From an optimization exercise on the open Yosys and OpenROAD flow, aimed at small area; shortcuts taken in it are not production practice. Function was checked by simulation only, so behaviour that the tests miss may differ from the original. Power and IR drop assume default switching activity.

### config.mk
export PLATFORM = sky130hd
export DESIGN_NAME = ltc_rx
export DESIGN_NICKNAME = ltc_rx
export VERILOG_FILES = /design/flow/design.v
export SDC_FILE = /design/flow/constraint.sdc
export NUM_CORES = 4
export LEC_CHECK = 0
export CAP_MARGIN = 0
export CORE_MARGIN = 2
export CORE_UTILIZATION = 65
export PLACE_DENSITY = 0.75
export SLEW_MARGIN = 0
### constraint.sdc
create_clock -name core_clock -period 5.0 [get_ports {clk}]
set_input_delay 1.0000 -clock core_clock [delete_from_list [all_inputs] [get_ports {clk}]]
set_output_delay 1.0000 -clock core_clock [all_outputs]
set_load 0.01 [all_outputs]
### design.v
module ltc_crc16_byte (
    input  wire [15:0] crc_in,
    input  wire [7:0]  data,
    output reg  [15:0] crc_out
);
    integer i;
    reg [15:0] c;
    always @(*) begin
        c = crc_in ^ {data, 8'h00};
        for (i = 0; i < 8; i = i + 1) begin
            if (c[15])
                c = {c[14:0], 1'b0} ^ 16'h1021;
            else
                c = {c[14:0], 1'b0};
        end
        crc_out = c;
    end
endmodule
module ltc_sat_counter #(
    parameter W = 16
) (
    input  wire         clk,
    input  wire         rst,
    input  wire         inc,
    output reg  [W-1:0] count
);
    wire [W:0] carry;
    assign carry[0] = inc && !(&count);
    genvar i;
    generate
        for (i = 0; i < W; i = i + 1) begin : g_carry
            assign carry[i+1] = carry[i] & count[i];
        end
    endgenerate
    always @(posedge clk)
        count <= {W{!rst}} & (count ^ carry[W-1:0]);
endmodule
module ltc_rx (
    input  wire        clk,
    input  wire        rst,             
    input  wire        flush,           
    input  wire        in_valid,
    input  wire [7:0]  in_data,
    input  wire        in_last,         
    output reg         ev_valid,
    output wire [1:0]  ev_cmd,
    output wire [3:0]  ev_ch,
    output wire [1:0]  ev_pri,
    output wire [7:0]  ev_seq,
    output wire [8:0]  ev_len,
    output wire [31:0] ev_freq,
    output wire [7:0]  ev_tx_power,
    output wire [31:0] ev_tx_count,
    output wire [31:0] ev_rx_count,
    output wire [15:0] ev_crc_count,
    output wire [39:0] ev_ack_frame,
    output wire [15:0] st_frames_rx,
    output wire [15:0] st_crc_errors,
    output wire [15:0] st_framing_errors,
    output wire [15:0] st_acks_sent,
    output wire [15:0] st_rx_out_of_order,
    output wire [15:0] st_nacks_received
);
    localparam [1:0] CMD_DATA   = 2'd0;
    localparam [1:0] CMD_ACK    = 2'd1;
    localparam [1:0] CMD_NACK   = 2'd2;
    localparam [1:0] ACK_PRIORITY = 2'd1;    
    reg        in_seg;           
    reg        fresh;            
    reg [9:0]  cnt;              
    reg [15:0] crc;              
    reg [7:0]  hdr_packed;       
    reg [7:0]  hdr_seq;          
    reg [7:0]  pl [0:14];        
    wire byte_in = in_valid && !flush;
    wire is_sync = (in_data == 8'h00);
    wire seg_end   = byte_in && is_sync && in_seg;
    wire seg_grow  = byte_in && !is_sync && in_seg;
    wire len_ok    = !fresh && !cnt[9];
    wire crc_ok    = (crc == 16'h0000);
    wire frame_ok  = seg_end && len_ok && crc_ok;
    wire frame_bad = seg_end && !(len_ok && crc_ok);
    wire long_seg  = !fresh && !cnt[9] && (cnt[8] || cnt[7:0] >= 8'd251);
    wire overflow  = seg_grow && in_last && long_seg;
    wire [1:0] f_cmd = hdr_packed[1:0];
    wire [15:0] crc_next;
    ltc_crc16_byte u_crc (.crc_in(crc), .data(in_data), .crc_out(crc_next));
    wire [15:0] crc_sync;
    ltc_crc16_byte u_crc0 (.crc_in(16'hFFFF), .data(8'h00), .crc_out(crc_sync));
    wire cap = byte_in && !is_sync;
    wire clr = byte_in && is_sync;
    wire [8:0] plen = cnt[8:0];
    wire inc_freq = (plen < 9'd4);
    wire inc_txp  = (plen < 9'd5);
    wire inc_txc  = (plen < 9'd9);
    wire inc_rxc  = (plen < 9'd13);
    wire inc_crcc = (plen < 9'd15);
    reg  [14:0] pl_inc;
    always @(*) begin
        pl_inc[3:0]   = {4{inc_freq}};
        pl_inc[4]     = inc_txp;
        pl_inc[8:5]   = {4{inc_txc}};
        pl_inc[12:9]  = {4{inc_rxc}};
        pl_inc[14:13] = {2{inc_crcc}};
    end
    integer k;
    always @(posedge clk) begin
        if (rst || flush)
            in_seg <= 1'b0;
        else if (byte_in) begin
            if (is_sync)
                in_seg <= 1'b1;
            else if (overflow)
                in_seg <= 1'b0;
        end
        if (byte_in) begin
            fresh <= is_sync;
            crc   <= is_sync ? crc_sync : crc_next;
        end
        if (cap)
            cnt <= fresh ? -10'sd3 : cnt + 10'd1;
        if (cap && fresh)
            hdr_packed <= in_data;
        if (cap && !fresh && cnt == -10'sd3)
            hdr_seq <= in_data;
        for (k = 0; k < 15; k = k + 1)
            if ((cap && !fresh && cnt == k[9:0] - 10'd2) || (clr && pl_inc[k]))
                pl[k] <= in_data;
    end
    always @(posedge clk) begin
        if (rst)
            ev_valid <= 1'b0;
        else
            ev_valid <= frame_ok;
    end
    assign ev_cmd = f_cmd;
    assign ev_ch  = hdr_packed[7:4];
    assign ev_pri = hdr_packed[3:2];
    assign ev_seq = hdr_seq;
    assign ev_len = cnt[8:0];
    assign ev_freq      = {pl[0], pl[1], pl[2], pl[3]};
    assign ev_tx_power  = pl[4];
    assign ev_tx_count  = {pl[5], pl[6], pl[7], pl[8]};
    assign ev_rx_count  = {pl[9], pl[10], pl[11], pl[12]};
    assign ev_crc_count = {pl[13], pl[14]};
    wire [7:0]  ack_packed = {hdr_packed[7:4], ACK_PRIORITY, CMD_ACK};
    wire [15:0] ack_c1, ack_c2;
    ltc_crc16_byte u_ack1 (.crc_in(crc_sync), .data(ack_packed), .crc_out(ack_c1));
    ltc_crc16_byte u_ack2 (.crc_in(ack_c1),   .data(hdr_seq),    .crc_out(ack_c2));
    assign ev_ack_frame = {8'h00, ack_packed, hdr_seq, ack_c2};
    reg bad_q, ovf_q;
    always @(posedge clk) begin
        bad_q <= frame_bad;
        ovf_q <= overflow;
    end
    wire [15:0] st_data_frames;
    ltc_sat_counter #(.W(16)) u_frames_rx (
        .clk(clk), .rst(rst), .inc(ev_valid), .count(st_frames_rx));
    ltc_sat_counter #(.W(16)) u_crc_errors (
        .clk(clk), .rst(rst), .inc(bad_q), .count(st_crc_errors));
    ltc_sat_counter #(.W(16)) u_framing_errors (
        .clk(clk), .rst(rst), .inc(ovf_q), .count(st_framing_errors));
    ltc_sat_counter #(.W(16)) u_data_frames (
        .clk(clk), .rst(rst), .inc(ev_valid && f_cmd == CMD_DATA), .count(st_data_frames));
    ltc_sat_counter #(.W(16)) u_nacks_received (
        .clk(clk), .rst(rst), .inc(ev_valid && f_cmd == CMD_NACK), .count(st_nacks_received));
    assign st_acks_sent       = st_data_frames;
    assign st_rx_out_of_order = st_data_frames;
endmodule
### flow/run.sh
#!/bin/bash
# Standard layout, with every port buffered by the smallest buffer and a
# clock tree of small buffers without dummy loads.
export BUFFER_PORTS_ARGS="-buffer_cell sky130_fd_sc_hd__buf_1"
export CTS_ARGS="-sink_clustering_enable -repair_clock_nets -dont_use_dummy_load -buf_list sky130_fd_sc_hd__clkbuf_8 -sink_clustering_size 20 -sink_clustering_max_diameter 40"
bash standard.sh > standard.log 2>&1
### standard.sh
#!/bin/bash
# synth_recipe.tcl (not shown) runs the flow's synth.tcl, then flattens the netlist and writes it again
# the make line also repeats each setting of config.mk as NAME=value (left out here)
make -C /OpenROAD-flow-scripts/flow DESIGN_CONFIG=/design/flow/config.mk WORK_HOME=/design/flow/orfs CLKGATE_MAP_FILE= SYNTH_SCRIPT=/design/flow/synth_recipe.tcl "${@:-finish}"
==> results_dict.tcl, run 1 <==
set metrics [dict create \
    outcome "timing/DRC/antenna clean" \
    ys_types 47 \
    number_of_drc_violations_after_detailed_routing 0 \
    worstPathRequired_ns 5.41 \
    yosys_warnings 4 \
    finalSetupViolCount 0 \
    period_minus_slack_ns 4.06 \
    finish.net_count 1052 \
    post-route-period-util_pct 81.2 \
    synth_edf_count 163 \
    core_region_area_um2 15000 \
    stdcell_count 1146 \
    hold-path-cell-count 2 \
    rsz0062_at_grt "no" \
    hold_violations_final 0 \
    viasPerCell 5.54 \
    route.detailed.wl_per_inst_um 19.5 \
    worst_skew_pair.late_latency_ns 0.56 \
    detailed_place_hpwl_mm 16.1 \
    worstSetupEndpointType "flip-flop" \
    grt_max_degree 83 \
    synthesis.area_um2 9920 \
    boundaryPins 295 \
    worst_hold_slack_ns 0.511 \
    cts_hold_buf 0 \
    cts_root_buffer "clkbuf_8" \
    finClkSkew_ns 0.0347 \
    hold_path_class "flip-flop to flip-flop" \
    drt_pre_antenna_iters 5 \
    drv_slew 0 \
    grt_overflow_total 0 \
    setup.worst_path.start_class "flip-flop" \
    detailroute.via_count 6354 \
    rows 45 \
    htree_num_levels 1 \
    final_layout_size_suffix_gt1_share_pct 5.95 \
    cts.clk_slew.worst_paths_ns 0.06 \
    place_congestion 0.874 \
    num_antenna_cells 0 \
    ys.flop_type "edfxtp_1" \
    fp.dieArea_um2 16300 \
    postCtsResizedCells 0 \
    cts.repair_timing.setup_buffer_count 0 \
    starting_density_pct 66.0 \
    crit_arrival_ns 4.47 \
    antenna_violations_before_repair 0 \
    synth-async-reset-ratio_pct 0 \
    grt_first_pass_wirelength_mm 33.4 \
    fmax_mhz 246 \
    clock_sinks 247 \
    fp.dieW_um 128 \
    ant_nets 0 \
    worst_ir_drop_vdd_mv 0.233 \
    drt_iter0_drc 443 \
    timing.setup.tns_ns 0 \
    grt_pass1_vias 6153 \
    tritoncts_clock_tree "yes" \
    chip_height_um 128 \
    tightestPinTransition_ns 1.15 \
    placedCellCount 1115 \
    grt.total_usage_pct 26.6 \
    cap_violations 0 \
    postSynthRegisterBits 247 \
    buffer_ports.inserted 282 \
    power.density_nw_per_um2 319 \
    synth.yosys.seq_area_share_pct 66.3 \
    critical_path.max_fanout 3 \
    clock_path_buffers 3 \
    post_detailed_routing_wire_length_mm 22.3 \
    worstRegToRegCells 20 \
    critical_path_class "flip-flop to flip-flop" \
    cts-buffers-inserted 31 \
    syn_area_per_cell_um2 14.4 \
    static-leakage-power_uw 0.00431 \
    synthToLayoutAreaGrowth_pct 14.7 \
    slew-limit-headroom_pct 23.3 \
    cells_after_synthesis 687 \
]
where the power goes:
group	switching (uW)	leakage [uW]	total [uW]	internal, uW
Combinational	134	0.00195	217	83.4
Clock	617	0.000223	1160	545
Sequential	24.5	0.00214	2240	2220
flip-flops by register name, summed over array words and instances, names as in the netlist:
signal                  count
bad_q                       1
u_framing_errors.count     16
u_frames_rx.count          16
u_nacks_received.count     16
in_seg                      1
pl                        120
crc                        16
ovf_q                       1
ev_valid                    1
fresh                       1
u_crc_errors.count         16
cnt                        10
u_data_frames.count        16
hdr_seq                     8
hdr_packed                  8
through the flow:
step           area, um^2  total power [uW]  setup slack [ns]  util [%]
6_report            11400              3620             0.942      75.7
5_1_grt             11400              3740             0.646      75.7
4_1_cts             11400              3650             0.913      75.7
3_5_place_dp        10900              2510             0.928      72.8
3_3_place_gp        10900              2500              1.00      72.8
2_1_floorplan        9960              2440             0.990         -
final cells by class:
class / count / area (um^2)
Clock buffer: 31 / 427
Sequential cell: 247 / 6580
Fill cell: 1009 / 3660
Timing Repair Buffer: 300 / 1190
Multi-Input combinational cell: 373 / 2920
Inverter: 7 / 26.3
Tap cell: 188 / 235
logic make-up after synthesis:
logic type	after synthesis	share of synthesized area, %
flip-flops	247	66.3
AO/OA/AOI/OAI	40	2.94
buffers and inverters	77	4.84
other	2	0.0757
adder cells (fa/ha/maj)	79	9.96
AND/OR/NAND/NOR	185	10.9
XOR/XNOR	57	5.03
synthesized netlist by cell type, types with 3 or more instances:
master      n  area (um^2)
edfxtp_1  163         4890
dfxtp_1    84         1680
ha_1       79          988
nor2b_1    77          482
buf_4      49          368
xnor2_1    40          350
nand4_1    24          150
nand2_1    18         67.6
nor2_1     18         67.6
clkbuf_1   17         63.8
xor2_1     17          149
nor4_1      9         56.3
a21oi_1     8         40.0
inv_1       7         26.3
nand2b_1    7         43.8
nand3_1     7         35.0
o21ai_0     6         30.0
and2_1      5         31.3
nor3_1      5         25.0
a21o_1      4         30.0
a31oi_1     4         25.0
and3_1      4         25.0
buf_1       3         11.3
o41a_1      3         33.8
critical path, cell delays in order, from the launching register on:
cell and delay, ns:
dfxtp_1 0.37, nand4_1 0.15, nor4_1 0.35, nor4bb_1 0.11, ha_1 0.20, ha_1 0.18
ha_1 0.18, ha_1 0.18, ha_1 0.18, ha_1 0.18, ha_1 0.18, ha_1 0.18
ha_1 0.19, ha_1 0.18, ha_1 0.18, ha_1 0.18, ha_1 0.18, ha_1 0.18
ha_1 0.19, xnor2_1 0.15, nor2_1 0.05
routing by layer:
| metal | global-route usage (%) | vias up | share of wire (%) |
|---|---|---|---|
| met5 | 0 | - | 0 |
| met4 | 8.34 | 0 | 2.3 |
| met2 | 45.6 | 261 | 51 |
| met1 | 33.7 | 3120 | 39 |
| met3 | 6.32 | 41 | 7.5 |
| li1 | - | 2932 | - |
path summary, 6_finish.rpt:
kind | endpoint | slack [ns] | start
worst max register to register | u_nacks_received.count[15]$_DFF_P_ | 0.94 | u_nacks_received.count[15]$_DFF_P_
worst min register to register | bad_q$_DFF_P_ | 0.51 | in_seg$_SDFFE_PP0P_
worst max-delay path | u_nacks_received.count[15]$_DFF_P_ | 0.94 | u_nacks_received.count[15]$_DFF_P_
worst min-delay path | bad_q$_DFF_P_ | 0.51 | in_seg$_SDFFE_PP0P_
layout by cell type (no fill, tap or decap), types with 8 or more instances in the layout:
master    netlist  layout
clkbuf_8        0      31
ha_1           79      79
xor2_1         17      17
buf_4          49      18
buf_1           3     281
dfxtp_1        84      84
nor2_1         18      18
a21oi_1         8       8
nand2_1        18      18
xnor2_1        40      40
nand4_1        24      24
conb_1          2      12
edfxtp_1      163     163
nor2b_1        77      77
nor4_1          9       9
==> run 2, diff against run 1 <==
==> flow/run.sh (replaced) <==
#!/bin/bash
# Standard layout, with every port buffered by the smallest buffer and a
# clock tree of small buffers without dummy loads. Synthesis buffers are
# removed before the ports are buffered.
export BUFFER_PORTS_ARGS="-buffer_cell sky130_fd_sc_hd__buf_1"
export CTS_ARGS="-sink_clustering_enable -repair_clock_nets -dont_use_dummy_load -buf_list sky130_fd_sc_hd__clkbuf_4 -sink_clustering_size 16 -sink_clustering_max_diameter 25"
export PRE_GLOBAL_PLACE_TCL=$PWD/flow/pre_gpl.tcl
bash standard.sh > standard.log 2>&1
==> flow/pre_gpl.tcl (new file) <==
remove_buffers
--- a/config.mk
+++ b/config.mk
@@ -9,4 +9,5 @@
 export CORE_MARGIN = 2
 export CORE_UTILIZATION = 65
+export GPL_TIMING_DRIVEN = 0
 export PLACE_DENSITY = 0.75
 export SLEW_MARGIN = 0
==> run 2 against run 1 <==
Utilization down 0.85 points; clock skew rose by 0.013 ns; register-to-register slack got worse by 0.11 ns; global-route usage down 0.73 points; cell count rose by 0.52%.
==> results_dict.tcl, run 2 <==
set metrics [dict create \
    hold_path_class "flip-flop to flip-flop" \
    clock_path_buffers 3 \
    cts.clk_slew.worst_paths_ns 0.06 \
    drv_slew 0 \
    p_total_uw 3530 \
    critical_path.max_fanout 25 \
    power.density_nw_per_um2 313 \
    drt_iter0_drc 395 \
    hold_violations_final 0 \
    tightestPinTransition_ns 1.34 \
    synth.largest_area_cell "edfxtp_1" \
    detailed_place_hpwl_mm 15.5 \
    postSynthRegisterBits 247 \
    drt_pre_antenna_iters 4 \
    critical_path_class "input port to flip-flop" \
    boundaryPins 295 \
    worstSetupEndpointType "flip-flop" \
    antenna_violations_before_repair 1 \
    static-leakage-power_uw 0.00425 \
    ant_nets 0 \
    finClkSkew_ns 0.0473 \
    cts_root_buffer "clkbuf_4" \
    route.detailed.wl_per_inst_um 18.5 \
    final_layout_size_suffix_gt1_share_pct 6.65 \
    synth.yosys.seq_area_share_pct 66.3 \
    number_of_drc_violations_after_detailed_routing 0 \
    detailroute.via_count 6277 \
    synthesis.area_um2 9920 \
    post_detailed_routing_wire_length_mm 21.4 \
    chip_height_um 128 \
    worst_skew_pair.late_latency_ns 0.64 \
    register_with_the_most_flip_flops "pl" \
    finish.net_count 1056 \
    grt_max_degree 43 \
    final_common_cell "buf_1" \
    cts-buffers-inserted 50 \
    period_minus_slack_ns 4.27 \
    setup.worst_path.start_class "input port" \
    crit_arrival_ns 4.48 \
    synth-async-reset-ratio_pct 0 \
    cts.repair_timing.setup_buffer_count 0 \
    syn_area_per_cell_um2 14.4 \
    finalSetupViolCount 0 \
    post-route-period-util_pct 85.5 \
    cells_after_synthesis 687 \
    post_synth_most_frequent_cells "edfxtp_1, dfxtp_1, ha_1" \
    rows 45 \
    synth.area.top_cells "edfxtp_1, dfxtp_1, ha_1" \
    core_region_area_um2 15000 \
    yosys_warnings 4 \
    htree_num_levels 2 \
    synth_edf_count 163 \
    ys_types 47 \
    viasPerCell 5.45 \
    cts_hold_buf 0 \
    rsz0062_at_grt "no" \
    grt_pass1_vias 6193 \
    place_congestion 0.847 \
    slew-limit-headroom_pct 10.3 \
    postCtsResizedCells 0 \
    synthMostInstantiatedCell "edfxtp_1" \
    grt_overflow_total 0 \
    worstPathRequired_ns 5.20 \
    fp.dieArea_um2 16300 \
    grt.total_usage_pct 25.8 \
    grt_first_pass_wirelength_mm 32.4 \
    starting_density_pct 66.0 \
    worst_ir_drop_vdd_mv 0.322 \
    outcome "timing/DRC/antenna clean" \
    synthToLayoutAreaGrowth_pct 13.4 \
    cap_violations 0 \
    ys.flop_type "edfxtp_1" \
    fp.dieW_um 128 \
    tritoncts_clock_tree "yes" \
    clock_sinks 247 \
    layout.cells.most_common_list "buf_1, edfxtp_1, dfxtp_1, ha_1, nor2b_1" \
    timing.setup.tns_ns 0 \
    max_ffs_per_register 120 \
    fmax_mhz 234 \
    synth_largest_type_area_fraction_pct 49.3 \
    buffer_ports.inserted 282 \
]
==> run 2: changes by cell type in the layout (fill, tap and decap cells not counted), sizes merged <==
cell / before / now
diode: 0 / 2
buf: 299 / 285
clkbuf: 32 / 50
==> run 2: cells by family after synthesis <==
logic type | Yosys count | share of synthesized area, %
flip-flops | 247 | 66.3
AND/OR/NAND/NOR | 185 | 10.9
adder cells (fa/ha/maj) | 79 | 9.96
buffers and inverters | 77 | 4.84
XOR/XNOR | 57 | 5.03
AO/OA/AOI/OAI | 40 | 2.94
other | 2 | 0.0757
==> run 2: metrics by stage <==
| step | hold slack, ns | setup WS, ns | instances | area, um^2 | utilization [%] |
|---|---|---|---|---|---|
| final | 0.532 | 0.726 | 1152 | 11200 | 74.8 |
| after global routing | 0.506 | 0.394 | 1152 | 11200 | 74.8 |
| after global placement | 0.504 | -0.470 | 1097 | 10800 | 71.8 |
| after floorplan | 0.461 | 0.990 | 697 | 9960 | - |
| after CTS | 0.496 | 0.709 | 1150 | 11200 | 74.7 |
| after detailed placement | 0.519 | 0.0915 | 1100 | 10900 | 72.2 |
==> run 2: path summary, 6_finish.rpt <==
check                                   from                              end  slack [ns]  cells past startpoint
max                               in_data[0]               pl[2][6]$_DFFE_PP_        0.73                      7
min                      in_seg$_SDFFE_PP0P_                    bad_q$_DFF_P_        0.53                      2
max reg2reg  u_data_frames.count[15]$_DFF_P_  u_data_frames.count[14]$_DFF_P_        0.83                     19
min reg2reg              in_seg$_SDFFE_PP0P_                    bad_q$_DFF_P_        0.53                      2
==> run 2: per-layer routing <==
layer	GRT usage (%)	vias up	share of wire, %
li1	-	2976	-
met1	31.1	3000	38
met2	45.3	263	52
met3	6.07	38	7.3
met4	10.1	0	2.4
met5	0	-	0
==> run 2: cell type report <==
cell class	count	area, um^2
timing repair buffer	285	1100
multi-input combinational	373	2930
inverter	7	26.3
clock buffer	50	375
fill	1050	3780
tap	188	235
sequential	247	6580
antenna	2	5.00
==> run 2: report_power, final <==
group / internal (uW) / switching [uW] / total (uW)
Combinational: 80.6 / 130 / 211
Sequential: 2220 / 23.6 / 2240
Clock: 455 / 618 / 1070
Total: 2750 / 771 / 3530
==> run 2: critical path: stages <==
cell and delay, ns:
buf_1 0.43, nor4_1 0.40, nand2_1 0.56, inv_1 0.63
and3_1 0.31, a41oi_1 0.07, nor3_1 1.06
==> run 3, diff against run 2 <==
==> flow/run.sh (replaced) <==
#!/bin/bash
# Standard layout, with every port buffered by the smallest buffer and a
# clock tree of small buffers without dummy loads. Synthesis buffers are
# removed before the ports are buffered.
export BUFFER_PORTS_ARGS="-buffer_cell sky130_fd_sc_hd__buf_1"
export CTS_ARGS="-sink_clustering_enable -repair_clock_nets -dont_use_dummy_load -buf_list sky130_fd_sc_hd__clkbuf_4 -sink_clustering_size 10 -sink_clustering_max_diameter 40"
export PRE_GLOBAL_PLACE_TCL=$PWD/flow/pre_gpl.tcl
bash standard.sh > standard.log 2>&1
==> run 3 against run 2 <==
Hold slack worse by 0.019 ns; non-clock buffer count stayed put; global-route usage hardly changed; critical path type unchanged.
==> results_dict.tcl, run 3 <==
set metrics [dict create \
    postSynthRegisterBits 247 \
    static-leakage-power_uw 0.00418 \
    power.density_nw_per_um2 303 \
    post_detailed_routing_wire_length_mm 21.5 \
    fp.dieW_um 128 \
    worst_ir_drop_vdd_mv 0.235 \
    clock_sinks 247 \
    post_synth_most_frequent_cells "edfxtp_1, dfxtp_1, ha_1" \
    register_with_the_most_flip_flops "pl" \
    synth.largest_area_cell "edfxtp_1" \
    grt_first_pass_wirelength_mm 32.2 \
    critical_path.max_fanout 25 \
    critical_path_class "input port to flip-flop" \
    setup.worst_path.start_class "input port" \
    drt_pre_antenna_iters 4 \
    crit_arrival_ns 4.62 \
    fmax_mhz 224 \
    cts-buffers-inserted 35 \
    boundaryPins 295 \
    worst_skew_pair.late_latency_ns 0.63 \
    yosys_warnings 4 \
    rows 45 \
    outcome "timing/DRC/antenna clean" \
    layout.filler_cells 1053 \
    chip_height_um 128 \
    rsz0062_at_grt "no" \
    crit_path_max_incr_delay_ns 1.10 \
    layout.cells.most_common_list "buf_1, edfxtp_1, dfxtp_1, ha_1, nor2b_1" \
    tritoncts_clock_tree "yes" \
    final_layout_size_suffix_gt1_share_pct 5.17 \
    cts_hold_buf 0 \
    critical_path.startpoint "in_data[0]" \
    hold_violations_final 0 \
    hold_path_class "flip-flop to flip-flop" \
    worstPathBufferInverterCount 2 \
    drt_iter0_drc 384 \
    placed_instance_area_um2 10900 \
    finish.net_count 1041 \
    syn_area_per_cell_um2 14.4 \
    synthMostInstantiatedCell "edfxtp_1" \
    viasPerCell 5.53 \
    worstSetupEndpointType "flip-flop" \
    htree_num_levels 2 \
    starting_density_pct 66.0 \
    route.detailed.wl_per_inst_um 18.9 \
    cts_root_buffer "clkbuf_4" \
    synth_largest_type_area_fraction_pct 49.3 \
    timing.critical_path.cells "buf_1, nor4_1, nand2_1, inv_1, and3_1, a41oi_1, nor3_1" \
    number_of_drc_violations_after_detailed_routing 0 \
    detailroute.via_count 6281 \
    drv_slew 0 \
    cap_violations 0 \
    ys_types 47 \
    multi_input_comb_area_um2 2930 \
    finalSetupViolCount 0 \
    r2r-start "u_data_frames.count[14]$_DFF_P_" \
    postCtsResizedCells 0 \
    slew-limit-headroom_pct 6.32 \
    cts.repair_timing.setup_buffer_count 0 \
    final_common_cell "buf_1" \
    synth.area.top_cells "edfxtp_1, dfxtp_1, ha_1" \
    grt_overflow_total 0 \
    grt.total_usage_pct 25.8 \
    finClkSkew_ns 0.0746 \
    path_delay_family "simple AND/OR/NAND/NOR gates" \
    synth_edf_count 163 \
    tightestPinTransition_ns 1.39 \
    grt_pass1_vias 6036 \
    final_core_utilization_pct 74.1 \
    post-route-period-util_pct 89.1 \
    fp.dieArea_um2 16300 \
    timing.critical_path.slowest_stage_cell "nor3_1" \
    max_ffs_per_register 120 \
    cts.clk_slew.worst_paths_ns 0.10 \
    clock_path_buffers 3 \
    antenna_violations_before_repair 1 \
    place_congestion 0.847 \
    sequential_cell_area_um2 6580 \
    detailed_place_hpwl_mm 15.5 \
    synth.yosys.seq_area_share_pct 66.3 \
    core_region_area_um2 15000 \
    synthToLayoutAreaGrowth_pct 12.2 \
    buffer_ports.inserted 282 \
    period_minus_slack_ns 4.46 \
    grt_max_degree 43 \
    timing.setup.tns_ns 0 \
    ant_nets 0 \
    synthesis.area_um2 9920 \
    ys.flop_type "edfxtp_1" \
    cells_after_synthesis 687 \
    synth-async-reset-ratio_pct 0 \
    worstPathRequired_ns 5.17 \
    min_from "in_seg$_SDFFE_PP0P_" \
    final_design_area_no_fill_um2 11100 \
]
run 3: changes by cell type in the layout (fill, tap and decap cells not counted):
cell | before | now
diode_2 | 2 | 1
clkbuf_4 | 50 | 35
run 3: layout make-up:
cell class	count	area share [%]
timing repair buffer	285	9.88
inverter	7	0.236
tap	188	2.11
sequential	247	59.1
antenna	1	0.0225
multi-input combinational	373	26.3
clock buffer	35	2.36
run 3: through the flow:
stage / hold WS, ns / total power (uW) / setup WS (ns) / cells
after detailed placement: 0.519 / 2500 / 0.0915 / 1100
after CTS: 0.516 / 3390 / 0.662 / 1135
after global placement: 0.504 / 2490 / -0.470 / 1097
final: 0.514 / 3370 / 0.545 / 1136
after floorplan: 0.461 / 2440 / 0.990 / 697
after global routing: 0.564 / 3500 / 0.375 / 1136
run 3: power by group:
group	leakage (uW)	switching (uW)	total [uW]	internal [uW]
Clock	0.000161	598	922	324
Sequential	0.00214	23.5	2240	2220
Combinational	0.00188	130	211	80.6
Total	0.00418	752	3370	2620
run 3: cell families after synthesis:
kind of cell / Yosys count / share of synthesized area (%)
adder cells (fa/ha/maj): 79 / 9.96
AND/OR/NAND/NOR: 185 / 10.9
buffers and inverters: 77 / 4.84
flip-flops: 247 / 66.3
XOR/XNOR: 57 / 5.03
AO/OA/AOI/OAI: 40 / 2.94
other: 2 / 0.0757
run 3: path summary, 6_finish.rpt:
| kind | endpoint | slack (ns) | depth (start not counted) |
|---|---|---|---|
| worst max-delay path | pl[2][6]$_DFFE_PP_ | 0.54 | 7 |
| worst min-delay path | ev_valid$_SDFF_PP0_ | 0.51 | 2 |
| worst max register to register | u_data_frames.count[15]$_DFF_P_ | 0.84 | 20 |
| worst min register to register | ev_valid$_SDFF_PP0_ | 0.51 | 2 |
run 3: worst register-to-register path: cells and delay by family, from the launching register on:
kind	cells	cell delay (ns)
adder cells (fa/ha/maj)	15	2.74
AND/OR/NAND/NOR	4	0.72
flip-flops	1	0.41
XOR/XNOR	1	0.14
run 3: routing by layer:
layer | global-route usage [%] | wire, um | up-vias
met1 | 31.9 | 8320 | 3031
met2 | 44.7 | 11000 | 269
met3 | 6.49 | 1660 | 39
met4 | 8.73 | 491 | 0
li1 | - | - | 2942
met5 | 0 | 0 | -
==> run 4, diff against run 3 <==
==> flow/run.sh (replaced) <==
#!/bin/bash
# The standard layout (standard.sh) with these changes:
# - synthesis maps the combinational logic with an area-oriented ABC script;
# - buffers left by synthesis are removed before the ports are buffered;
# - every port is buffered by the smallest buffer;
# - a clock tree of small buffers without dummy loads.
# Each tool's log is in orfs/logs/; make's output is in standard.log.
set -euo pipefail
here=$PWD
export AREA_ABC_SCRIPT=$here/flow/area.abc
export BUFFER_PORTS_ARGS="-buffer_cell sky130_fd_sc_hd__buf_1"
export CTS_ARGS="-sink_clustering_enable -repair_clock_nets -dont_use_dummy_load -buf_list sky130_fd_sc_hd__clkbuf_4 -sink_clustering_size 12 -sink_clustering_max_diameter 40 -sink_clustering_levels 2"
export PRE_GLOBAL_PLACE_TCL=$here/flow/pre_gpl.tcl
sed "s#SYNTH_SCRIPT=[^ ]*#SYNTH_SCRIPT=$here/flow/my_synth.tcl#" standard.sh > my_standard.sh
grep -q "SYNTH_SCRIPT=$here/flow/my_synth.tcl" my_standard.sh
bash my_standard.sh > standard.log 2>&1
==> flow/area.abc (new file) <==
strash
&get -n
&fraig -x
&put
scorr
dc2
strash
&get -n
&dch -f
&nf -R 1000 -p -F 8 -A 4 -E 100
&put
topo
stime -c
dnsize -c
==> flow/my_synth.tcl (new file) <==
# The standard flow's synthesis script (synth_recipe.tcl), with ABC's combinational
# mapping run from an area-oriented script (flow/area.abc). Registers are
# mapped before ABC runs, so they are the same as the standard synthesis's.
proc synth {args} { yosys synth -nofsm -noshare {*}$args }
proc abc {args} {
  set i [lsearch -exact $args -script]
  if {$i >= 0} {
    set args [lreplace $args [expr {$i+1}] [expr {$i+1}] $::env(AREA_ABC_SCRIPT)]
  }
  yosys abc {*}$args
}
source $::env(SCRIPTS_DIR)/synth.tcl
# left out here: clear keep_hierarchy, flatten, clean up, hide names made inside functions, write 1_2_yosys.v
==> run 4 against run 3 <==
First-iteration DRC count rose by 29%; clock power is 6.9% lower; cell count down 1.9%; sequential share of layout area rose by 1.5 points; global-route usage increased by 0.81 points; power is 3.9% lower; combinational power down 23%; largest cell class unchanged; wire length up 1.1%.
==> results_dict.tcl, run 4 <==
set metrics [dict create \
    max_ffs_per_register 120 \
    drv_slew 0 \
    static-leakage-power_uw 0.00407 \
    clock_path_buffers 3 \
    timing.setup.tns_ns 0 \
    hold_path_class "flip-flop to flip-flop" \
    hold_violations_final 0 \
    register_with_the_most_flip_flops "pl" \
    post-route-period-util_pct 83.5 \
    fp.dieArea_um2 15800 \
    core_region_area_um2 14500 \
    worstPathRequired_ns 5.47 \
    detailroute.via_count 6174 \
    cts.repair_timing.setup_buffer_count 0 \
    grt.total_usage_pct 26.6 \
    finish.net_count 1024 \
    cts_hold_buf 0 \
    worstSetupEndpointType "flip-flop" \
    grt_pass1_vias 5914 \
    layout.filler_cells 1002 \
    final_common_cell "buf_1" \
    rrSetupSlack_ns 0.83 \
    fp.dieW_um 126 \
    crit_path_max_incr_delay_ns 0.42 \
    r2r-start "u_data_frames.count[14]$_DFF_P_" \
    cells_after_synthesis 654 \
    post_synth_most_frequent_cells "edfxtp_1, dfxtp_1, nor2b_1" \
    yosys_warnings 4 \
    synth-async-reset-ratio_pct 0 \
    post_detailed_routing_wire_length_mm 21.7 \
    worstPathBufferInverterCount 0 \
    timing.critical_path.cells "nand4_1, nor4_1, nor4b_1, ha_1, ha_1, ha_1, ha_1, ha_1, ha_1, ha_1, ha_1, ha_1, ha_1, ha_1, ha_1, ha_1, ha_1, ha_1, xnor2_1, nor2_1" \
    worst_skew_pair.late_latency_ns 0.65 \
    tightestPinTransition_ns 1.40 \
    starting_density_pct 66.5 \
    buffer_ports.inserted 282 \
    cap_violations 0 \
    finalSetupViolCount 0 \
    synth_largest_type_area_fraction_pct 50.8 \
    postSynthRegisterBits 247 \
    detailed_place_hpwl_mm 15.8 \
    ant_nets 0 \
    ys_types 30 \
    finClkSkew_ns 0.0527 \
    number_of_drc_violations_after_detailed_routing 0 \
    period_minus_slack_ns 4.17 \
    critical_path_class "flip-flop to flip-flop" \
    synthesis.area_um2 9630 \
    grt_max_degree 50 \
    synth.largest_area_cell "edfxtp_1" \
    viasPerCell 5.54 \
    grt_overflow_total 0 \
    synth.area.top_cells "edfxtp_1, dfxtp_1, ha_1" \
    final_layout_size_suffix_gt1_share_pct 3.76 \
    rsz0062_at_grt "no" \
    min_from "in_seg$_SDFFE_PP0P_" \
    setup.worst_path.start_class "flip-flop" \
    synth_edf_count 163 \
    antenna_violations_before_repair 0 \
    fmax_mhz 240 \
    critical_path.max_fanout 4 \
    rows 44 \
    cts-buffers-inserted 31 \
    place_congestion 0.889 \
    worstRegToRegCells 20 \
    syn_area_per_cell_um2 14.7 \
    rr_endpoint "u_data_frames.count[15]$_DFF_P_" \
    htree_num_levels 1 \
    hold-path-cell-count 2 \
    ys.flop_type "edfxtp_1" \
    boundaryPins 295 \
    synth.yosys.seq_area_share_pct 68.3 \
    cts.clk_slew.worst_paths_ns 0.12 \
    timing.critical_path.slowest_stage_cell "dfxtp_1" \
    worst_hold_slack_ns 0.520 \
    clock_sinks 247 \
    num_antenna_cells 0 \
    outcome "timing/DRC/antenna clean" \
    crit_arrival_ns 4.65 \
    drt_pre_antenna_iters 4 \
    power.density_nw_per_um2 299 \
    chip_height_um 126 \
    route.detailed.wl_per_inst_um 19.5 \
    slew-limit-headroom_pct 5.37 \
    synthToLayoutAreaGrowth_pct 12.8 \
    whs_endpoint "in_seg$_SDFFE_PP0P_" \
    path_delay_family "adder cells" \
    drt_iter0_drc 495 \
    layout.cells.most_common_list "buf_1, edfxtp_1, dfxtp_1, nor2b_1, ha_1" \
    synthMostInstantiatedCell "edfxtp_1" \
    grt_first_pass_wirelength_mm 32.8 \
    postCtsResizedCells 0 \
    cts_root_buffer "clkbuf_4" \
    worst_ir_drop_vdd_mv 0.221 \
    crit_path_frequent_cell "ha_1" \
    tritoncts_clock_tree "yes" \
]
run 4: changes by cell type after synthesis, moves of 4 or more:
cell | before | now
xnor2_1 | 40 | 27
nand2b_1 | 7 | 0
inv_1 | 7 | 0
nor4_1 | 9 | 14
clkinv_1 | 0 | 10
o21ai_0 | 6 | 29
a21o_1 | 4 | 0
a21oi_1 | 8 | 16
clkbuf_1 | 17 | 0
and2_1 | 5 | 0
run 4: how the worst max path moves through the flow:
| stage | start | end | cells after the start |
|---|---|---|---|
| after floorplan | in_valid | pl[10][0]$_DFFE_PP_ | 5 |
| after global placement | flush | pl[14][3]$_DFFE_PP_ | 6 |
| after detailed placement | flush | pl[10][3]$_DFFE_PP_ | 6 |
| after CTS | flush | pl[10][4]$_DFFE_PP_ | 6 |
| after global routing | u_data_frames.count[14]$_DFF_P_ | u_data_frames.count[15]$_DFF_P_ | 20 |
| final | u_data_frames.count[14]$_DFF_P_ | u_data_frames.count[15]$_DFF_P_ | 20 |
run 4: logic make-up after synthesis:
logic type	share of synthesized area (%)
buffers and inverters	4.21
AO/OA/AOI/OAI	3.07
XOR/XNOR	4.09
adder cells (fa/ha/maj)	10.3
other	0.0780
flip-flops	68.3
AND/OR/NAND/NOR	10.0
run 4: worst reg2reg max path, stage by stage (launching register included):
cell and delay, ns:
dfxtp_1 0.42, nand4_1 0.14, nor4_1 0.36, nor4b_1 0.11, ha_1 0.20, ha_1 0.18, ha_1 0.18, ha_1 0.18
ha_1 0.19, ha_1 0.19, ha_1 0.19, ha_1 0.19, ha_1 0.18, ha_1 0.18, ha_1 0.18, ha_1 0.19
ha_1 0.19, ha_1 0.18, ha_1 0.19, xnor2_1 0.15, nor2_1 0.05
run 4: final cells by class:
cell class / count / area [um^2] / share of cell area, %
flip-flops and latches: 247 / 6580 / 60.5
repair buffers: 284 / 1090 / 10.1
well taps: 184 / 230 / 2.12
multi-input cells: 358 / 2690 / 24.8
clock buffers: 31 / 233 / 2.14
inverters: 10 / 37.5 / 0.346
run 4: through the flow:
step,worst slack (ns),util [%],instance area (um^2),std cells,total power [uW]
floorplan,1.17,-,9670,664,2360
global placement,0.0148,73.2,10600,1081,2420
detailed placement,-0.148,73.3,10600,1082,2430
CTS,0.541,75.0,10900,1113,3260
global route,0.497,75.0,10900,1114,3360
finish,0.826,75.0,10900,1114,3240
run 4: where the power goes:
part	leakage [uW]	switching [uW]	internal, uW
Clock	0.000143	574	284
Sequential	0.00214	17.9	2200
Combinational	0.00179	114	48.3
run 4: metal layers:
| metal | GRT usage [%] | up-vias | share of wire [%] |
|---|---|---|---|
| met2 | 48.6 | 269 | 54 |
| met1 | 33.1 | 3006 | 37 |
| met4 | 7.69 | 0 | 2.0 |
| met5 | 0 | - | 0 |
| li1 | - | 2872 | - |
| met3 | 4.21 | 27 | 6.8 |
==> run 5, diff against run 4 <==
--- a/flow/run.sh
+++ b/flow/run.sh
@@ -10,5 +10,5 @@
 export AREA_ABC_SCRIPT=$here/flow/area.abc
 export BUFFER_PORTS_ARGS="-buffer_cell sky130_fd_sc_hd__buf_1"
-export CTS_ARGS="-sink_clustering_enable -repair_clock_nets -dont_use_dummy_load -buf_list sky130_fd_sc_hd__clkbuf_4 -sink_clustering_size 12 -sink_clustering_max_diameter 40 -sink_clustering_levels 2"
+export CTS_ARGS="-sink_clustering_enable -repair_clock_nets -dont_use_dummy_load -buf_list sky130_fd_sc_hd__clkbuf_4 -sink_clustering_size 12 -sink_clustering_max_diameter 60"
 export PRE_GLOBAL_PLACE_TCL=$here/flow/pre_gpl.tcl
 sed "s#SYNTH_SCRIPT=[^ ]*#SYNTH_SCRIPT=$here/flow/my_synth.tcl#" standard.sh > my_standard.sh
==> run 5 against run 4 <==
Clock skew down 0.023 ns; die area unchanged; cell count down 0.63%; wire length down 0.56%; global-route usage down 0.093 points; sequential power about the same; maximum frequency down 0.51%; utilization down 0.38 points; setup slack worse by 0.022 ns; synthesized cell count unchanged; via count down 0.60%; hold slack about the same; critical path type unchanged; critical endpoint unchanged.
==> results_dict.tcl, run 5 <==
set metrics [dict create \
    synth_fa_ha_area_share_pct 10.3 \
    tightestPinTransition_ns 1.30 \
    finalSetupViolCount 0 \
    post_detailed_routing_wire_length_mm 21.6 \
    post-route-period-util_pct 83.9 \
    core_region_area_um2 14500 \
    synth.yosys.seq_area_share_pct 68.3 \
    final_layout_size_suffix_gt1_share_pct 3.03 \
    syn_area_per_cell_um2 14.7 \
    cts-buffers-inserted 24 \
    place_congestion 0.889 \
    rows 44 \
    viasPerCell 5.54 \
    timing.setup.tns_ns 0 \
    yosys_warnings 4 \
    ys.flop_type "edfxtp_1" \
    synthXorXnorAreaFrac_pct 4.09 \
    postCtsResizedCells 0 \
    starting_density_pct 66.5 \
    synth_compound_gate_area_share_pct 3.07 \
    htree_num_levels 1 \
    yosys.area_share.simple_pct 10.0 \
    synth.area.top_cells "edfxtp_1, dfxtp_1, ha_1" \
    drt_iter0_drc 412 \
    post_synth_most_frequent_cells "edfxtp_1, dfxtp_1, nor2b_1" \
    clock_path_buffers 3 \
    drt_pre_antenna_iters 5 \
    fp.dieW_um 126 \
    cts_root_buffer "clkbuf_4" \
    grt_overflow_total 0 \
    grt.total_usage_pct 26.5 \
    detailroute.via_count 6137 \
    cap_violations 0 \
    postSynthRegisterBits 247 \
    grt_pass1_vias 5891 \
    synth_edf_count 163 \
    boundaryPins 295 \
    grt_max_degree 50 \
    placed_instance_area_um2 10600 \
    cts.clk_slew.worst_paths_ns 0.12 \
    drv_slew 0 \
    synthMostInstantiatedCell "edfxtp_1" \
    rsz0062_at_grt "no" \
    period_minus_slack_ns 4.20 \
    critical_path_class "flip-flop to flip-flop" \
    outcome "timing/DRC/antenna clean" \
    ys_types 30 \
    critical_path.max_fanout 4 \
    num_antenna_cells 0 \
    synth-async-reset-ratio_pct 0 \
    chip_height_um 126 \
    setup.worst_path.start_class "flip-flop" \
    synth.largest_area_cell "edfxtp_1" \
    finish.net_count 1017 \
    yosys-mux-area-fraction_pct 0 \
    cells_after_synthesis 654 \
    route.detailed.wl_per_inst_um 19.5 \
    worstSetupEndpointType "flip-flop" \
    static-leakage-power_uw 0.00404 \
    slew-limit-headroom_pct 12.3 \
    synth_top_family_by_area "adder cells" \
    number_of_drc_violations_after_detailed_routing 0 \
    hold_path_class "flip-flop to flip-flop" \
    final_design_area_no_fill_um2 10800 \
    final_common_cell "buf_1" \
    synthToLayoutAreaGrowth_pct 12.2 \
    power.density_nw_per_um2 293 \
    buffer_ports.inserted 282 \
    fmax_mhz 238 \
    synth_largest_type_area_fraction_pct 50.8 \
    worstPathRequired_ns 5.48 \
    finClkSkew_ns 0.0293 \
    worst_ir_drop_vdd_mv 0.238 \
    grt_first_pass_wirelength_mm 32.8 \
    max_ffs_per_register 120 \
    antenna_violations_before_repair 0 \
    cts.repair_timing.setup_buffer_count 0 \
    synthesis.area_um2 9630 \
    cts_hold_buf 0 \
    worst_skew_pair.late_latency_ns 0.62 \
    fp.dieArea_um2 15800 \
    clock_sinks 247 \
    tritoncts_clock_tree "yes" \
    detailed_place_hpwl_mm 15.8 \
    crit_arrival_ns 4.68 \
    ant_nets 0 \
    layout.cells.most_common_list "buf_1, edfxtp_1, dfxtp_1, nor2b_1, ha_1" \
    hold_violations_final 0 \
    register_with_the_most_flip_flops "pl" \
]
run 5: cell counts after synthesis:
No cell type changed its count.
run 5: power by group:
group	internal (uW)	switching [uW]
clock network	222	563
registers	2200	17.8
logic	48.3	113
run 5: per-layer routing:
| layer | vias to the layer above | global-route usage (%) | part of all wire (%) |
|---|---|---|---|
| met1 | 2959 | 32.8 | 37 |
| met4 | 0 | 8.79 | 3.1 |
| met2 | 285 | 47.9 | 53 |
| li1 | 2844 | - | - |
| met3 | 49 | 4.33 | 7.3 |
| met5 | - | 0 | 0 |
run 5: layout make-up:
cell class	instances	area (um^2)
tap	184	230
sequential	247	6580
clock buffer	24	180
timing repair buffer	284	1090
fill	1004	3670
multi-input combinational	358	2690
inverter	10	37.5
run 5: logic make-up after synthesis:
logic type / Yosys count
buffers and inverters: 59
adder cells (fa/ha/maj): 79
AND/OR/NAND/NOR: 168
flip-flops: 247
AO/OA/AOI/OAI: 54
other: 2
XOR/XNOR: 45
run 5: worst max-delay path: stages (launching register included):
cell,delay (ns)
dfxtp_1,0.45
nand4_1,0.11
nor4_1,0.41
nor4b_1,0.11
ha_1,0.20
ha_1,0.18
ha_1,0.18
ha_1,0.18
ha_1,0.19
ha_1,0.19
ha_1,0.19
ha_1,0.19
ha_1,0.18
ha_1,0.18
ha_1,0.18
ha_1,0.19
ha_1,0.19
ha_1,0.18
ha_1,0.19
xnor2_1,0.15
nor2_1,0.05
run 5: through the flow:
stage / total power [uW] / cells / hold slack (ns) / worst slack (ns) / utilization [%]
3_5_place_dp: 2430 / 1082 / 0.502 / -0.148 / 73.3
6_report: 3170 / 1107 / 0.520 / 0.805 / 74.6
2_1_floorplan: 2360 / 664 / 0.465 / 1.17 / -
4_1_cts: 3190 / 1106 / 0.520 / 0.533 / 74.6
5_1_grt: 3290 / 1107 / 0.568 / 0.500 / 74.6
3_3_place_gp: 2420 / 1081 / 0.500 / 0.0148 / 73.2
run 5: path summary, 6_finish.rpt:
kind / slack (ns) / depth (start not counted) / start / end
min: 0.52 / 2 / in_seg$_SDFFE_PP0P_ / in_seg$_SDFFE_PP0P_
max reg2reg: 0.80 / 20 / u_data_frames.count[0]$_DFF_P_ / u_data_frames.count[15]$_DFF_P_
max: 0.80 / 20 / u_data_frames.count[0]$_DFF_P_ / u_data_frames.count[15]$_DFF_P_
min reg2reg: 0.52 / 2 / in_seg$_SDFFE_PP0P_ / in_seg$_SDFFE_PP0P_
==> run 6, diff against run 5 <==
--- a/flow/run.sh
+++ b/flow/run.sh
@@ -10,5 +10,5 @@
 export AREA_ABC_SCRIPT=$here/flow/area.abc
 export BUFFER_PORTS_ARGS="-buffer_cell sky130_fd_sc_hd__buf_1"
-export CTS_ARGS="-sink_clustering_enable -repair_clock_nets -dont_use_dummy_load -buf_list sky130_fd_sc_hd__clkbuf_4 -sink_clustering_size 12 -sink_clustering_max_diameter 60"
+export CTS_ARGS="-sink_clustering_enable -repair_clock_nets -dont_use_dummy_load -buf_list \"sky130_fd_sc_hd__clkbuf_4 sky130_fd_sc_hd__clkbuf_8\" -sink_clustering_size 14 -sink_clustering_max_diameter 60"
 export PRE_GLOBAL_PLACE_TCL=$here/flow/pre_gpl.tcl
 sed "s#SYNTH_SCRIPT=[^ ]*#SYNTH_SCRIPT=$here/flow/my_synth.tcl#" standard.sh > my_standard.sh
==> run 6 against run 5 <==
Via count decreased by 0.90%; utilization increased by 0.75 points; sequential cell count unchanged; maximum frequency decreased by 2.3%; wire length increased by 0.11%; first-iteration DRC count increased by 17%; synthesized area unchanged; register-to-register slack improved by 0.02 ns; global-route usage decreased by 0.12 points; clock-buffer cell count decreased by 3; clock skew decreased by 0.011 ns; sequential share of layout area decreased by 0.61 points; largest power group unchanged.
==> results_dict.tcl, run 6 <==
set metrics [dict create \
    outcome "timing/DRC/antenna clean" \
    tritoncts_clock_tree "yes" \
    place_congestion 0.889 \
    grt_max_degree 50 \
    placedCellCount 1082 \
    ant_nets 0 \
    drv_slew 0 \
    rrSetupSlack_ns 0.82 \
    worstSetupPathDepth 8 \
    slew-limit-headroom_pct 9.05 \
    final_design_area_no_fill_um2 10900 \
    ys.flop_type "edfxtp_1" \
    synthToLayoutAreaGrowth_pct 13.3 \
    timing.critical_path.to "pl[0][6]$_DFFE_PP_" \
    num_antenna_cells 0 \
    tightestPinTransition_ns 1.35 \
    cts.clk_slew.worst_paths_ns 0.09 \
    starting_density_pct 66.5 \
    synthesis.area_um2 9630 \
    final_common_cell "buf_1" \
    worstPathBufferInverterCount 3 \
    power.density_nw_per_um2 306 \
    htree_num_levels 1 \
    drt_iter0_drc 483 \
    cts_root_buffer "clkbuf_8" \
    register_with_the_most_flip_flops "pl" \
    post_synth_most_frequent_cells "edfxtp_1, dfxtp_1, nor2b_1" \
    finalSetupViolCount 0 \
    worstSetupEndpointType "flip-flop" \
    synthMostInstantiatedCell "edfxtp_1" \
    stdcell_count 1104 \
    fmax_mhz 233 \
    syn_area_per_cell_um2 14.7 \
    clock_sinks 247 \
    synth_largest_type_area_fraction_pct 50.8 \
    synth.largest_area_cell "edfxtp_1" \
    worst_ir_drop_vdd_mv 0.248 \
    viasPerCell 5.51 \
    cts.repair_timing.setup_buffer_count 0 \
    crit_arrival_ns 4.40 \
    route.detailed.wl_per_inst_um 19.6 \
    placed_instance_area_um2 10600 \
    chip_height_um 126 \
    fp.dieArea_um2 15800 \
    crit_path_max_incr_delay_ns 1.01 \
    antenna_violations_before_repair 0 \
    final_core_utilization_pct 75.4 \
    cts-buffers-inserted 21 \
    yosys.area_share.simple_pct 10.0 \
    rsz0062_at_grt "no" \
    synth_top_family_by_area "adder cells" \
    post-route-period-util_pct 85.8 \
    ys_types 30 \
    rr_endpoint "u_data_frames.count[15]$_DFF_P_" \
    finClkSkew_ns 0.0180 \
    critical_path.max_fanout 19 \
    r2r-start "u_data_frames.count[0]$_DFF_P_" \
    synth_fa_ha_area_share_pct 10.3 \
    cells_after_synthesis 654 \
    critical_path_class "input port to flip-flop" \
    synth-async-reset-ratio_pct 0 \
    drt_pre_antenna_iters 4 \
    finish.net_count 1014 \
    rows 44 \
    clock_path_buffers 3 \
    hold_path_class "flip-flop to flip-flop" \
    postSynthRegisterBits 247 \
    setup.worst_path.start_class "input port" \
    grt.total_usage_pct 26.4 \
    post_detailed_routing_wire_length_mm 21.6 \
    grt_pass1_vias 5864 \
    worst_skew_pair.late_latency_ns 0.50 \
    yosys-mux-area-fraction_pct 0 \
    synth.yosys.seq_area_share_pct 68.3 \
    layout_setup_ws_ns 0.708 \
    core_region_area_um2 14500 \
    static-leakage-power_uw 0.00408 \
    number_of_drc_violations_after_detailed_routing 0 \
    boundaryPins 295 \
    fp.dieW_um 126 \
    critical_path.startpoint "in_data[6]" \
    final_layout_size_suffix_gt1_share_pct 2.72 \
    synth_compound_gate_area_share_pct 3.07 \
    synth.area.top_cells "edfxtp_1, dfxtp_1, ha_1" \
    buffer_ports.inserted 282 \
    timing.critical_path.cells "buf_1, nor4_1, nand2_1, clkinv_1, nand2_1, nor3b_1, clkinv_1, o21ai_0" \
    yosys_warnings 4 \
    postCtsResizedCells 0 \
    path_delay_family "simple AND/OR/NAND/NOR gates" \
    layout.cells.most_common_list "buf_1, edfxtp_1, dfxtp_1, nor2b_1, ha_1" \
    period_minus_slack_ns 4.29 \
    grt_first_pass_wirelength_mm 32.7 \
    detailroute.via_count 6082 \
    worstRegToRegCells 20 \
    dp_worst_setup_slack_ns -0.148 \
    grt_overflow_total 0 \
    max_ffs_per_register 120 \
    cap_violations 0 \
    detailed_place_hpwl_mm 15.8 \
    synthXorXnorAreaFrac_pct 4.09 \
    cts_hold_buf 0 \
    worstPathRequired_ns 5.11 \
    synth_edf_count 163 \
    timing.critical_path.slowest_stage_cell "o21ai_0" \
    hold_violations_final 0 \
]
-- run 6: logic make-up (layout without fill, tap and decap cells) --
kind of cell,count (synthesis),count (layout)
compound gates,54,54
xor+xnor,45,45
fa+ha+maj,79,79
buf+inv,59,315
flops,247,247
other cells,2,12
simple gates,168,168
-- run 6: cell type report --
cell class | count | area (um^2)
multi-input combinational | 358 | 2690
inverter | 10 | 37.5
fill | 976 | 3560
clock buffer | 21 | 289
tap | 184 | 230
sequential | 247 | 6580
timing repair buffer | 284 | 1090
-- run 6: worst min path at each step --
stage	cells past startpoint	slack [ns]	endpoint	start
final	2	0.52	in_seg$_SDFFE_PP0P_	in_seg$_SDFFE_PP0P_
after global routing	1	0.56	ev_valid$_SDFF_PP0_	in_seg$_SDFFE_PP0P_
after CTS	2	0.52	in_seg$_SDFFE_PP0P_	in_seg$_SDFFE_PP0P_
after detailed placement	2	0.50	in_seg$_SDFFE_PP0P_	in_seg$_SDFFE_PP0P_
after global placement	2	0.50	in_seg$_SDFFE_PP0P_	in_seg$_SDFFE_PP0P_
after floorplan	2	0.47	ovf_q$_DFF_P_	in_seg$_SDFFE_PP0P_
-- run 6: routing by layer --
metal  track usage (%)  wire (um)
met1              32.6       8070
met2              48.5      11600
met3              4.04       1450
met4              7.76        492
met5                 0          0
-- run 6: stage by stage --
| stage | total power, uW | setup TNS [ns] | hold WS [ns] |
|---|---|---|---|
| 2_1_floorplan | 2360 | 0 | 0.465 |
| 3_3_place_gp | 2420 | 0 | 0.500 |
| 3_5_place_dp | 2430 | -2.47 | 0.502 |
| 4_1_cts | 3360 | 0 | 0.515 |
| 5_1_grt | 3450 | 0 | 0.564 |
| 6_report | 3340 | 0 | 0.516 |
-- run 6: tightest hold or removal path: stages, from the launching register on --
cell      delay, ns
dfxtp_1        0.34
o21ai_0        0.07
a211oi_1       0.06
-- run 6: where the power goes --
group,switching [uW],leakage [uW],internal (uW)
combinational,113,0.00179,48.3
clock,581,0.000151,377
sequential,17.8,0.00214,2200
total,713,0.00408,2630
==> run 7, diff against run 6 <==
--- a/flow/run.sh
+++ b/flow/run.sh
@@ -10,5 +10,5 @@
 export AREA_ABC_SCRIPT=$here/flow/area.abc
 export BUFFER_PORTS_ARGS="-buffer_cell sky130_fd_sc_hd__buf_1"
-export CTS_ARGS="-sink_clustering_enable -repair_clock_nets -dont_use_dummy_load -buf_list \"sky130_fd_sc_hd__clkbuf_4 sky130_fd_sc_hd__clkbuf_8\" -sink_clustering_size 14 -sink_clustering_max_diameter 60"
+export CTS_ARGS="-sink_clustering_enable -repair_clock_nets -dont_use_dummy_load -buf_list sky130_fd_sc_hd__clkbuf_4 -sink_clustering_size 10 -sink_clustering_max_diameter 40"
 export PRE_GLOBAL_PLACE_TCL=$here/flow/pre_gpl.tcl
 sed "s#SYNTH_SCRIPT=[^ ]*#SYNTH_SCRIPT=$here/flow/my_synth.tcl#" standard.sh > my_standard.sh
==> run 7 against run 6 <==
Critical path type unchanged; clock-buffer cell count rose by 13; largest power group unchanged; highest routed layer unchanged; largest cell class unchanged; clock power shrank 5.4%; final area shrank 0.29%.
==> results_dict.tcl, run 7 <==
set metrics [dict create \
    post_synth_most_frequent_cells "edfxtp_1, dfxtp_1, nor2b_1" \
    ys_types 30 \
    dp_worst_setup_slack_ns -0.148 \
    finish.net_count 1027 \
    worst_ir_drop_vdd_mv 0.213 \
    min_from "in_seg$_SDFFE_PP0P_" \
    finalSetupViolCount 0 \
    detailed_place_hpwl_mm 15.8 \
    number_of_drc_violations_after_detailed_routing 0 \
    worstPathRequired_ns 5.22 \
    cts_hold_buf 0 \
    viasPerCell 5.54 \
    grt_max_degree 50 \
    yosys_warnings 4 \
    period_minus_slack_ns 4.21 \
    worst_hold_slack_ns 0.518 \
    hold-path-cell-count 2 \
    critical_path.max_fanout 19 \
    worst_skew_pair.late_latency_ns 0.60 \
    layout_setup_ws_ns 0.793 \
    postSynthRegisterBits 247 \
    synthMostInstantiatedCell "edfxtp_1" \
    core_region_area_um2 14500 \
    final_common_cell "buf_1" \
    synth.largest_area_cell "edfxtp_1" \
    cap_violations 0 \
    place_congestion 0.889 \
    fmax_mhz 238 \
    layout.cells.most_common_list "buf_1, edfxtp_1, dfxtp_1, nor2b_1, ha_1" \
    ys.flop_type "edfxtp_1" \
    grt_first_pass_wirelength_mm 33.1 \
    hold_path_class "flip-flop to flip-flop" \
    cells_after_synthesis 654 \
    postCtsResizedCells 0 \
    power.density_nw_per_um2 302 \
    clock_sinks 247 \
    synth.area.top_cells "edfxtp_1, dfxtp_1, ha_1" \
    critical_path.startpoint "in_data[2]" \
    syn_area_per_cell_um2 14.7 \
    hold_violations_final 0 \
    r2r-start "u_data_frames.count[14]$_DFF_P_" \
    power.net_switching_uw 722 \
    synth-async-reset-ratio_pct 0 \
    final_layout_size_suffix_gt1_share_pct 4.07 \
    rsz0062_at_grt "no" \
    grt_pass1_vias 5974 \
    worstRegToRegCells 20 \
    final_core_utilization_pct 75.2 \
    finClkSkew_ns 0.0417 \
    critical_path_class "input port to flip-flop" \
    stdcell_count 1117 \
    antenna_violations_before_repair 0 \
    crit_arrival_ns 4.42 \
    rows 44 \
    grt_overflow_total 0 \
    cts.repair_timing.setup_buffer_count 0 \
    setup.worst_path.start_class "input port" \
    ant_nets 0 \
    tightestPinTransition_ns 1.38 \
    p_sw_share_pct 21.9 \
    worstSetupEndpointType "flip-flop" \
    power.share.clock_pct 27.5 \
    static-leakage-power_uw 0.00409 \
    synth_edf_count 163 \
    cts-buffers-inserted 34 \
    synthToLayoutAreaGrowth_pct 13.0 \
    power_report.internal_total_uw 2570 \
    drt_pre_antenna_iters 5 \
    detailroute.via_count 6187 \
    fp.dieArea_um2 15800 \
    rrSetupSlack_ns 0.83 \
    fp.dieW_um 126 \
    synth.yosys.seq_area_share_pct 68.3 \
    whs_endpoint "in_seg$_SDFFE_PP0P_" \
    post-route-period-util_pct 84.1 \
    p_total_uw 3290 \
    drt_iter0_drc 467 \
    cts.clk_slew.worst_paths_ns 0.09 \
    starting_density_pct 66.5 \
    slew-limit-headroom_pct 6.96 \
    outcome "timing/DRC/antenna clean" \
    clock_path_buffers 3 \
    synthesis.area_um2 9630 \
    p_comb_share_pct 4.9 \
    rr_endpoint "u_data_frames.count[15]$_DFF_P_" \
    synth_largest_type_area_fraction_pct 50.8 \
    tritoncts_clock_tree "yes" \
    htree_num_levels 2 \
    drv_slew 0 \
    boundaryPins 295 \
    route.detailed.wl_per_inst_um 19.5 \
    post_detailed_routing_wire_length_mm 21.8 \
    placedCellCount 1082 \
    sequential_power_share_pct 67.5 \
    cts_root_buffer "clkbuf_4" \
    buffer_ports.inserted 282 \
    num_antenna_cells 0 \
    chip_height_um 126 \
    grt.total_usage_pct 27.1 \
    register_with_the_most_flip_flops "pl" \
    max_ffs_per_register 120 \
]
-- run 7: changes by cell type in the layout (fill, tap and decap cells not counted), sizes merged --
cell / delta
buf: -1
clkbuf: +14
-- run 7: worst max path at each step --
stage | endpoint | slack, ns
6_report | pl[0][0]$_DFFE_PP_ | 0.79
5_1_grt | pl[0][4]$_DFFE_PP_ | 0.47
4_1_cts | pl[10][4]$_DFFE_PP_ | 0.50
3_5_place_dp | pl[10][3]$_DFFE_PP_ | -0.15
3_3_place_gp | pl[14][3]$_DFFE_PP_ | 0.01
2_1_floorplan | pl[10][0]$_DFFE_PP_ | 1.17
-- run 7: logic make-up (layout without fill, tap and decap cells) --
logic type / count (synthesis) / count (layout) / share of synthesized area (%)
xor gates and xnor gates: 45 / 45 / 4.09
DFF: 247 / 247 / 68.3
AOI/OAI and AO/OA: 54 / 54 / 3.07
buffers and inverters: 59 / 328 / 4.21
adders and majority gates: 79 / 79 / 10.3
and+or+nand+nor: 168 / 168 / 10.0
other: 2 / 12 / 0.0780
-- run 7: worst max-delay path, stage by stage --
cell	delay (ns)
buf_1	0.47
nor4_1	0.41
nand2_1	0.17
clkinv_1	0.28
nand2_1	0.18
nor3b_1	0.60
clkinv_1	0.30
o21ai_0	1.01
-- run 7: metrics by stage --
step / instance area [um^2] / setup TNS (ns)
finish: 10900 / 0
CTS: 10900 / 0
global placement: 10600 / 0
detailed placement: 10600 / -2.47
global route: 10900 / 0
floorplan: 9670 / 0
-- run 7: final cells by class --
class / count / area [um^2]
flip-flops and latches: 247 / 6580
multi-input cells: 358 / 2690
inverters: 10 / 37.5
clock buffers: 34 / 255
well taps: 184 / 230
fillers: 1004 / 3590
repair buffers: 284 / 1090
-- run 7: routing by layer --
metal	vias to the layer above	GRT usage, %	part of all wire, %
met4	0	9.63	2.6
met2	272	48.4	54
met3	43	5.65	6.1
met5	-	0	0
li1	2876	-	-
met1	2996	32.9	38
-- run 7: power by group through the flow --
stage	clock, uW	combinational [uW]	sequential (uW)
5_1_grt	1010	180	2220
2_1_floorplan	0	100	2260
3_5_place_dp	0	161	2270
6_report	906	163	2220
3_3_place_gp	0	152	2270
4_1_cts	927	162	2220
==> run 8, diff against run 7 <==
--- a/design.v
+++ b/design.v
@@ -151,6 +151,6 @@
     reg bad_q, ovf_q;
     always @(posedge clk) begin
-        bad_q <= frame_bad;
-        ovf_q <= overflow;
+        bad_q <= frame_bad && !rst;
+        ovf_q <= overflow && !rst;
     end
     wire [15:0] st_data_frames;
--- a/flow/run.sh
+++ b/flow/run.sh
@@ -1,5 +1,6 @@
 #!/bin/bash
 # The standard layout (standard.sh) with these changes:
-# - synthesis maps the combinational logic with an area-oriented ABC script;
+# - synthesis maps the combinational logic with an area-oriented ABC script,
+#   and leaves adders to ABC instead of mapping them to adder cells first;
 # - buffers left by synthesis are removed before the ports are buffered;
 # - every port is buffered by the smallest buffer;
@@ -9,4 +10,5 @@
 here=$PWD
 export AREA_ABC_SCRIPT=$here/flow/area.abc
+export ADDER_MAP_FILE=
 export BUFFER_PORTS_ARGS="-buffer_cell sky130_fd_sc_hd__buf_1"
 export CTS_ARGS="-sink_clustering_enable -repair_clock_nets -dont_use_dummy_load -buf_list sky130_fd_sc_hd__clkbuf_4 -sink_clustering_size 10 -sink_clustering_max_diameter 40"
==> run 8 against run 7 <==
Still clean on timing, DRC and antenna; final area shrank 2.8%; combinational power about the same; power up 0.93%; critical endpoint is now pl[7][6]$_DFFE_PP_; highest routed layer unchanged.
==> results_dict.tcl, run 8 <==
set metrics [dict create \
    finish.net_count 996 \
    static-leakage-power_uw 0.00353 \
    final_common_cell "buf_1" \
    tritoncts_clock_tree "yes" \
    layout.cells.most_common_list "buf_1, edfxtp_1, dfxtp_1, a21oi_1, nor3_1" \
    cells_after_synthesis 701 \
    cts.clk_slew.worst_paths_ns 0.08 \
    timing.critical_path.slowest_stage_cell "o21ai_1" \
    hold_violations_final 0 \
    period_minus_slack_ns 4.73 \
    crit_path_max_incr_delay_ns 0.90 \
    path_delay_family "simple AND/OR/NAND/NOR gates" \
    finClkSkew_ns 0.0613 \
    register_with_the_most_flip_flops "pl" \
    postCtsResizedCells 0 \
    fp.dieArea_um2 15300 \
    drv_slew 0 \
    synth_top_family_by_area "simple AND/OR/NAND/NOR gates" \
    rsz0062_at_grt "no" \
    max_ffs_per_register 120 \
    htree_num_levels 2 \
    boundaryPins 295 \
    synthesis.area_um2 9330 \
    rows 43 \
    power.density_nw_per_um2 314 \
    ant_nets 0 \
    cts_root_buffer "clkbuf_4" \
    worstRegToRegCells 12 \
    synth_fa_ha_area_share_pct 0 \
    route.detailed.wl_per_inst_um 20.0 \
    critical_path_class "input port to flip-flop" \
    outcome "timing/DRC/antenna clean" \
    synth.yosys.seq_area_share_pct 70.5 \
    worstPathRequired_ns 5.18 \
    dp_worst_setup_slack_ns -0.451 \
    synth.area.top_cells "edfxtp_1, dfxtp_1, buf_4" \
    setup.worst_path.start_class "input port" \
    critical_path.max_fanout 19 \
    timing.critical_path.cells "buf_1, nor4_1, nand2_1, clkinv_1, nor3_1, nand4_1, o21ai_1" \
    grt.total_usage_pct 29.6 \
    tightestPinTransition_ns 1.25 \
    postSynthRegisterBits 247 \
    fmax_mhz 212 \
    antenna_violations_before_repair 1 \
    cap_violations 0 \
    grt_first_pass_wirelength_mm 33.9 \
    starting_density_pct 67.0 \
    min_from "ovf_q$_DFF_P_" \
    worstPathBufferInverterCount 2 \
    grt_overflow_total 0 \
    worst_ir_drop_vdd_mv 0.241 \
    synth-async-reset-ratio_pct 0 \
    viasPerCell 5.90 \
    grt_pass1_vias 6190 \
    detailroute.via_count 6858 \
    ys.flop_type "edfxtp_1" \
    hold_path_class "flip-flop to flip-flop" \
    worst_skew_pair.late_latency_ns 0.61 \
    crit_arrival_ns 4.91 \
    yosys_warnings 4 \
    chip_height_um 124 \
    synthMostInstantiatedCell "edfxtp_1" \
    detailed_place_hpwl_mm 16.1 \
    post_detailed_routing_wire_length_mm 23.2 \
    finalSetupViolCount 0 \
    synth_compound_gate_area_share_pct 7.91 \
    synthToLayoutAreaGrowth_pct 13.5 \
    worstSetupPathDepth 7 \
    place_congestion 0.959 \
    synth_largest_type_area_fraction_pct 52.5 \
    synthXorXnorAreaFrac_pct 3.94 \
]
## run 8: cell types whose count changed in the layout (fill, tap and decap cells not counted), moves of 14 or more
cell     change
nor3_1      +52
nor2b_1     -74
o21ai_0     -14
ha_1        -79
a21oi_1     +45
nor2_1      +34
and3_1      +28
## run 8: routing by layer
| layer | up-vias | GRT usage, % | wire length (um) | share of wire (%) |
|---|---|---|---|---|
| met5 | - | 0 | 0 | 0 |
| met4 | 0 | 12.2 | 705 | 3.0 |
| met3 | 58 | 5.63 | 1810 | 7.8 |
| met2 | 370 | 49.3 | 11600 | 50 |
| met1 | 3291 | 38.6 | 9140 | 39 |
| li1 | 3139 | - | - | - |
## run 8: layout make-up
class	instances	area, um^2
Sequential cell	247	6580
Fill cell	954	3350
Multi-Input combinational cell	409	2410
Timing Repair Buffer	284	1080
Clock buffer	35	263
Tap cell	180	225
Inverter	6	22.5
Antenna cell	1	2.50
## run 8: metrics by stage
stage / utilization (%) / power (uW) / hold slack (ns) / setup TNS [ns] / area, um^2
detailed placement: 74.0 / 2430 / 0.466 / -14.54 / 10300
global placement: 73.8 / 2430 / 0.470 / -11.35 / 10300
CTS: 75.8 / 3330 / 0.482 / 0 / 10600
floorplan: - / 2370 / 0.453 / 0 / 9370
global route: 76.0 / 3430 / 0.533 / 0 / 10600
finish: 76.0 / 3320 / 0.481 / 0 / 10600
## run 8: report_power, final
part | leakage, uW | switching [uW] | internal (uW)
sequential | 0.00214 | 19.9 | 2200
combinational | 0.00123 | 114 | 52.0
clock | 0.000161 | 606 | 324
## run 8: worst reg2reg max path: stages, from the launching register on
cell and delay [ns]:
dfxtp_1 0.38, nand4_1 0.12, nor4_1 0.06, nor4b_1 0.52
nor2b_1 0.28, and2_0 0.27, and3_1 0.23, and2_0 0.26
and3_1 0.28, and3_1 0.26, and3_1 0.25, nor2_1 0.07
a211oi_1 0.21
## run 8: cells by family after synthesis
kind of cell | count (synthesis)
flip-flops | 247
AND/OR/NAND/NOR | 233
AO/OA/AOI/OAI | 122
buffers and inverters | 55
XOR/XNOR | 42
other | 2
## run 8: final timing paths
| check | endpoint | slack [ns] |
|---|---|---|
| setup reg to reg | u_data_frames.count[14]$_DFF_P_ | 1.73 |
| hold / removal | u_framing_errors.count[0]$_DFF_P_ | 0.48 |
| hold reg to reg | u_framing_errors.count[0]$_DFF_P_ | 0.48 |
| setup / recovery | pl[7][6]$_DFFE_PP_ | 0.27 |

Re-timed with assumed drivers on the ports (clkbuf_16 on the clock, buf_2 on other inputs), run 8 has 0.289 ns of setup slack against 0.274 ns with ideal ports, and -0.340 ns once port delays also move by the mid clock arrival of 0.629 ns.
